Context: an optimization exercise on an open-source flow, tuned for small area, a short achievable clock period and few clock cycles. The choices shown serve that exercise and are no tape-out recipe.
In this exercise RTL edits were held to simulation tests only and were not proved equivalent to the original.
Power figures rest on the tool's default switching activity, not on a simulated workload.

==> harbor <==
Design gcg_synth, start of the top module:
module gcg_synth (
    input  wire        clk,
    input  wire        rst,           
    input  wire        sample_tick,   
    output wire        ready,
    input  wire [16:0] stream_len,    
    output wire        mem_req,
    output wire [15:0] mem_addr,
    input  wire        mem_ack,
    input  wire [7:0]  mem_rdata,
    output reg         sample_valid,
    output reg  [7:0]  sample_out,
    output reg         stream_end,
    output wire        halted
);
    localparam N = 6;
    localparam P = 16;
    localparam [3:0] C_NOP       = 4'd0,  C_TEMPO    = 4'd1,  C_WAVE     = 4'd2,
                     C_VOLUME    = 4'd3,  C_GVOLUME  = 4'd4,  C_NOTEON   = 4'd5,
                     C_NOTEOFF   = 4'd6,  C_EOS      = 4'd7,  C_SWRESET  = 4'd8,
                     C_SYNC      = 4'd9,  C_RESETOSC = 4'd10, C_SETADSR  = 4'd11,
                     C_JUMP      = 4'd12, C_DUTY     = 4'd13, C_DIRECT   = 4'd14,
                     C_ADSRVALS  = 4'd15;
    localparam [1:0] E_ATTACK = 2'd0, E_DECAY = 2'd1, E_SUSTAIN = 2'd2, E_RELEASE = 2'd3;
    reg [2:0]  v_wave   [0:N-1];    
    reg [7:0]  v_duty   [0:N-1];
    reg [7:0]  v_tw     [0:N-1];
    reg [7:0]  v_phase  [0:N-1];
    reg [7:0]  v_vol    [0:N-1];
    reg [4:0]  v_type   [0:N-1];
    reg [1:0]  v_state  [0:N-1];
    reg        v_ended  [0:N-1];    
    reg [7:0]  v_value  [0:N-1];
    reg [13:0] v_t      [0:N-1];    
    reg [7:0]  v_s      [0:N-1];    
    reg [13:0] v_q      [0:N-1];    
    reg [13:0] v_cd     [0:N-1];    
    reg [7:0]  v_cs     [0:N-1];    
    reg        v_cz     [0:N-1];    
    reg        v_byp    [0:N-1];    
    reg [5:0]  pre_a [1:P];         
    reg [5:0]  pre_d [1:P];
    reg [7:0]  pre_s [1:P];
    reg [5:0]  pre_r [1:P];
    reg        pre_v [1:P];         
    reg [7:0]  gvol;
    reg [13:0] tempo_cmp;
  ...
Settings: LEC_CHECK=0, CAP_MARGIN=20, CORE_MARGIN=2, CORE_UTILIZATION=25, SETUP_SLACK_MARGIN=5, SLEW_MARGIN=20; clock period 10.0 ns.
run.sh (not shown) runs the stock make flow with config.mk's settings and CLKGATE_MAP_FILE= SYNTH_SCRIPT=/design/flow/synth_recipe.tcl, a recipe that flattens the netlist after the stock synthesis.
==> raven (differences from harbor) <==
--- a/flow/design.v
+++ b/flow/design.v
@@ -376,12 +376,14 @@
     reg [15:0] cursor;
     reg        at_end;              
     reg        halted_r;            
     reg        halted_o;
     reg [31:0] noise;
     integer i, j, k;
+    reg        rst_r;
+    always @(posedge clk) rst_r <= rst;
     function [7:0] scale;
         input [7:0] v;
         input [7:0] s;
         reg [15:0] p;
         integer b;
         begin
@@ -430,13 +432,13 @@
     reg        b_exec;              
     reg        b_dead;              
     reg [2:0]  byte_idx;
     reg [7:0]  op;
     reg [55:0] sh;                  
     reg [2:0]  burst_left;
-    reg [23:0] pending;
+    reg [23:0] pk;                  
     reg        top_direct;
     reg [5:0]  enc_a, enc_d;
     assign mem_req  = b_fetch;
     assign mem_addr = cursor;
     wire [3:0]  cmd   = op[7:4];
     wire [3:0]  ch    = op[3:0];
@@ -485,50 +487,42 @@
                 x2_cz = x2_cz | v_cz[j];
             end
     end
     reg  [5:0] dec_in;
     always @* begin
         if (x2_on)       dec_in = pr_a;
-        else if (x2_off) dec_in = x2_cz ? 6'd0 : pr_r;
+        else if (x2_off) dec_in = pr_r;
         else if (x2_sa)  dec_in = pr_d;
         else             dec_in = x2_enc;
     end
     wire [13:0] dec_t;
     gcg_ms_dec u_dec (.idx(dec_in), .ticks(dec_t));
     wire        x2_any = x2_on || x2_off || x2_sa || x2_av || x2_tp;
     wire [7:0] note_tw;
-    gcg_freq_rom u_freq (.note(b0[6:0]), .tuning_word(note_tw));
-    reg [23:0] pending_n;
-    reg [2:0]  burst_left_n;
-    reg        top_direct_n;
+    wire [6:0] note_idx = b0[6:0] & {7{cmd == C_NOTEON}};
+    gcg_freq_rom u_freq (.note(note_idx), .tuning_word(note_tw));
+    wire        pend_z = (pk == 24'd1);
+    wire        pend_1 = (pk == 24'd0);
+    reg         pend_nz;             
     always @* begin
-        pending_n    = pending;
-        burst_left_n = burst_left;
-        top_direct_n = top_direct;
-        if (pending != 24'd0) begin
-            if (cmd == C_DIRECT) pending_n = pending - 24'd1 + {16'd0, b0};
-            else                 pending_n = pending - 24'd1;
-        end else begin
-            burst_left_n = burst_left - 3'd1;
-            if (cmd == C_DIRECT) begin
-                top_direct_n = 1'b1;
-                pending_n    = {16'd0, b0};
-            end
-        end
-    end
-    wire [23:0] one_m_pend = 24'd1 - pending;
-    reg         pend_nz;
-    always @* begin
-        if (pending != 24'd0) begin
-            if (cmd == C_DIRECT) pend_nz = !(one_m_pend[23:8] == 16'd0 && one_m_pend[7:0] == b0);
-            else                 pend_nz = (pending != 24'd1);
+        if (!pend_z) begin
+            if (cmd == C_DIRECT) pend_nz = !(pk[23:8] == 16'd0 && pk[7:0] == b0);
+            else                 pend_nz = !pend_1;
         end else begin
             pend_nz = (cmd == C_DIRECT) && (b0 != 8'd0);
         end
     end
-    wire more = pend_nz || (!top_direct_n && burst_left_n != 3'd0);
+    wire [2:0] burst_left_n = pend_z ? burst_left - 3'd1 : burst_left;
+    wire       top_direct_n = top_direct || (pend_z && cmd == C_DIRECT);
+    wire       more = pend_nz || (!top_direct_n && burst_left_n != 3'd0);
+    wire [8:0]  d_sub = (cmd == C_DIRECT) ? {1'b0, b0} : 9'd0;
+    wire [9:0]  pk_lo = {2'b00, pk[7:0]} + 10'd1 - {1'b0, d_sub};    
+    wire [15:0] pk_up = pk_lo[9] ? pk[23:8] - 16'd1 : pk_lo[8] ? pk[23:8] + 16'd1 : pk[23:8];
+    wire [7:0]  one_m_b = 8'd1 - d_sub[7:0];
+    wire [23:0] pk_n = pend_z ? {(d_sub > 9'd1) ? 16'hFFFF : 16'h0000, one_m_b}
+                              : {pk_up, pk_lo[7:0]};
     wire exec_done = b_exec;
     wire b_stop    = exec_done && (cmd == C_EOS || !more);    
     wire x1_to_x2  = (cmd == C_NOTEON || cmd == C_NOTEOFF || cmd == C_SETADSR ||
                       cmd == C_ADSRVALS || cmd == C_TEMPO);
     wire [7:0]  sine_val [0:N-1];
     reg  [7:0]  osc      [0:N-1];
@@ -704,13 +698,13 @@
             stream_end   <= p5_e;
             if (p5_e) halted_o <= 1'b1;
         end
     end
     reg [14:0] e_dif;
     always @(posedge clk) begin
-        at_end <= ({1'b0, rst ? 16'd0 : cursor} >= stream_len);
+        at_end <= ({1'b0, rst_r ? 16'd0 : cursor} >= stream_len);
         if (b_fetch && byte_idx == 3'd3) enc_a <= enc_w;
         if (b_fetch && byte_idx == 3'd5) enc_d <= enc_w;
         if (tick_r) begin
             noise <= (n_rem >= 3'd2) ? ns2 : (n_rem == 3'd1) ? ns1 : noise;
             for (i = 0; i < N; i = i + 1) begin
                 if (nz_r[i]) begin
@@ -718,45 +712,12 @@
                 end else if (final_pass) begin
                     p1_o[i] <= osc[i];
                 end
                 if (final_pass) v_phase[i] <= v_phase[i] + v_tw[i];
             end
         end
-        if (rst) begin
-            ready_r    <= 1'b1;
-            tick_r     <= 1'b0;
-            np         <= 2'd0;
-            b_fetch    <= 1'b0;
-            b_exec     <= 1'b0;
-            b_dead     <= 1'b0;
-            fin_d      <= 1'b0;
-            x2_on      <= 1'b0;
-            x2_off     <= 1'b0;
-            x2_sa      <= 1'b0;
-            x2_av      <= 1'b0;
-            x2_tp      <= 1'b0;
-            byte_idx   <= 3'd0;
-            gvol       <= 8'd0;
-            tempo_cmp  <= 14'd14;
-            tempo_cnt  <= 14'd0;
-            cursor     <= 16'd0;
-            halted_r   <= 1'b0;
-            noise      <= 32'h2545F491;
-            for (i = 0; i < N; i = i + 1) begin
-                v_wave[i]  <= 3'd0;
-                v_duty[i]  <= 8'd127;
-                v_tw[i]    <= 8'd0;
-                v_phase[i] <= 8'd0;
-                v_vol[i]   <= 8'd0;
-                v_type[i]  <= 5'd0;
-                v_byp[i]   <= 1'b1;
-                v_ended[i] <= 1'b1;
-            end
-            for (i = 1; i <= P; i = i + 1)
-                pre_v[i] <= 1'b0;
-        end else begin
             if (tick_r) begin
                 if (final_pass) begin
                     tick_r  <= 1'b0;
                     np      <= 2'd0;
                     ready_r <= 1'b1;
                 end else begin
@@ -767,13 +728,13 @@
             if (accept) begin
                 if (fire_next) begin
                     tempo_cnt  <= 14'd0;
                     ready_r    <= 1'b0;
                     if (at_end) cursor <= 16'd0;
                     burst_left <= N;
-                    pending    <= 24'd0;
+                    pk         <= 24'd1;
                     top_direct <= 1'b0;
                     byte_idx   <= 3'd0;
                     b_fetch    <= 1'b1;
                 end else begin
                     tempo_cnt <= tempo_cnt + 14'd1;
                     tick_r    <= 1'b1;
@@ -856,13 +817,13 @@
             fin_d  <= 1'b0;
             if (fin_d) begin
                 tick_r  <= 1'b1;
                 ready_r <= (n_last == 2'd0);
             end
             if (b_exec) begin
-                pending    <= pending_n;
+                pk         <= pk_n;
                 burst_left <= burst_left_n;
                 top_direct <= top_direct_n;
                 if (cmd == C_EOS) begin
                     ready_r <= 1'b1;
                 end else if (!more) begin
                     if (x1_to_x2) begin
@@ -947,14 +908,14 @@
                 tempo_cmp <= dec_t;
                 tempo_cnt <= 14'd0;
             end
             for (i = 0; i < N; i = i + 1) begin
                 if (x2_mask[i]) begin
                     if (x2_on || x2_off) begin
-                        v_t[i] <= dec_t;
-                        v_q[i] <= dec_t;
+                        v_t[i] <= (x2_off && x2_cz) ? 14'd0 : dec_t;
+                        v_q[i] <= (x2_off && x2_cz) ? 14'd0 : dec_t;
                     end
                     if (x2_off) begin
                         v_value[i] <= x2_cs;
                         v_s[i]     <= x2_cs | {7'd0, x2_cz};
                     end
                     if (x2_sa) begin
@@ -966,9 +927,43 @@
                         v_cd[i] <= dec_t;
                         v_cs[i] <= x2_s;
                         v_cz[i] <= (x2_s == 8'd0);
                     end
                 end
             end
+        if (rst) begin
+            ready_r    <= 1'b1;
+            tick_r     <= 1'b0;
+            np         <= 2'd0;
+            b_fetch    <= 1'b0;
+            b_exec     <= 1'b0;
+            b_dead     <= 1'b0;
+            fin_d      <= 1'b0;
+            x2_on      <= 1'b0;
+            x2_off     <= 1'b0;
+            x2_sa      <= 1'b0;
+            x2_av      <= 1'b0;
+            x2_tp      <= 1'b0;
+            byte_idx   <= 3'd0;
+            tempo_cmp  <= 14'd14;
+            tempo_cnt  <= 14'd0;
+            halted_r   <= 1'b0;
+        end
+        if (rst_r) begin
+            gvol       <= 8'd0;
+            cursor     <= 16'd0;
+            noise      <= 32'h2545F491;
+            for (i = 0; i < N; i = i + 1) begin
+                v_wave[i]  <= 3'd0;
+                v_duty[i]  <= 8'd127;
+                v_tw[i]    <= 8'd0;
+                v_phase[i] <= 8'd0;
+                v_vol[i]   <= 8'd0;
+                v_type[i]  <= 5'd0;
+                v_byp[i]   <= 1'b1;
+                v_ended[i] <= 1'b1;
+            end
+            for (i = 1; i <= P; i = i + 1)
+                pre_v[i] <= 1'b0;
         end
     end
 endmodule
Settings changed: CORE_UTILIZATION 25 to 45.
==> notes <==
- harbor finished clean. raven finished clean.
- Of raven and harbor, raven has the higher register-to-register slack (gap 0.14 ns).
- Between harbor and raven, the lower count of clock-buffer cells in the layout is in harbor (gap 24).
- In raven the power is lower than in harbor, by 10%.
- Between harbor and raven, the lower final area is in raven (gap about 5%, measured against raven).
- Between harbor and raven, the lower clock power is in harbor (gap about 3%, measured against raven).
- Of raven and harbor, harbor has the higher non-clock buffer count (gap 142).
- Of raven and harbor, raven has the higher fmax (gap about 3%, measured against harbor).
- In harbor the synthesized cell count is smaller than in raven, by 1.3%.
- Between raven and harbor, the lower sequential share of layout area is in raven (gap 0.88 points).
==> figures <==
Sequential Power Share: harbor 0.423; raven 0.450
Leakage power: harbor 50.4 nW; raven 49.3 nW
Total power of the final layout: harbor 0.0165 W; raven 0.0148 W
Syn nets: harbor 13328; raven 13511
Adder and majority gate portion of the synthesized area: harbor 0.184; raven 0.189
Maximum fanout count along the critical path: harbor 8; raven 10
Slowest stage delay, CP: harbor 0.58 ns; raven 0.60 ns
Result of the run: harbor finished clean; raven finished clean
Seq cells post-synth: harbor 1548; raven 1541
Total die area: harbor 455000 um2; raven 251000 um2
Share of the synthesized area in the top cell type: harbor 0.264; raven 0.192
Clock Power Share: harbor 0.402; raven 0.460
Final routed wire length divided by cell count: harbor 19.4 um; raven 23.6 um
Reg-to-reg setup timing slack: harbor 5.00 ns; raven 5.14 ns
Clock transition at the registers of the reported paths: harbor 0.07 ns; raven 0.06 ns
Die height: harbor 674 um; raven 501 um
Synthesized-area fraction occupied by xor and xnor cells: harbor 0.0529; raven 0.0518
Met2 WL post-DR: harbor 155 mm; raven 166 mm
Final routed wirelength across all metal layers: harbor 349 mm; raven 361 mm
Testbench counts of harbor, summed over its fixed seeds: cycles 16,887.
Testbench counts of raven, summed over its fixed seeds: cycles 16,887.

-- separate check: timing with driven ports --
The flow's constraints put no driver on any port. The routed layouts listed below were extracted and timed again, unchanged, in two steps. Step 1: set_driving_cell puts a clkbuf_16 on clk and a buf_2 on each other input, an assumption about the parent block. Step 2 adds t to the input delays and takes it off the output delays; t is the mean of the earliest and latest rising clock arrival at the registers after step 1. Input paths then give back, and output paths get back, about the clock's delay inside the block. Three values: no drivers, after step 1, after step 2; two values: the first two.
run | shift t [ns] | slack for setup (ns) | latest minus earliest clock arrival (ns)
harbor | 0.972 | 5.000 / 5.000 / 4.181 | 0.169 / 0.169
raven | 0.954 | 5.141 / 5.141 / 4.696 | 0.116 / 0.116
After both steps every run listed still meets setup and hold. For harbor, which loses most, drivers alone change the setup slack by 0.000 ns; drivers and shift together by -0.819 ns.
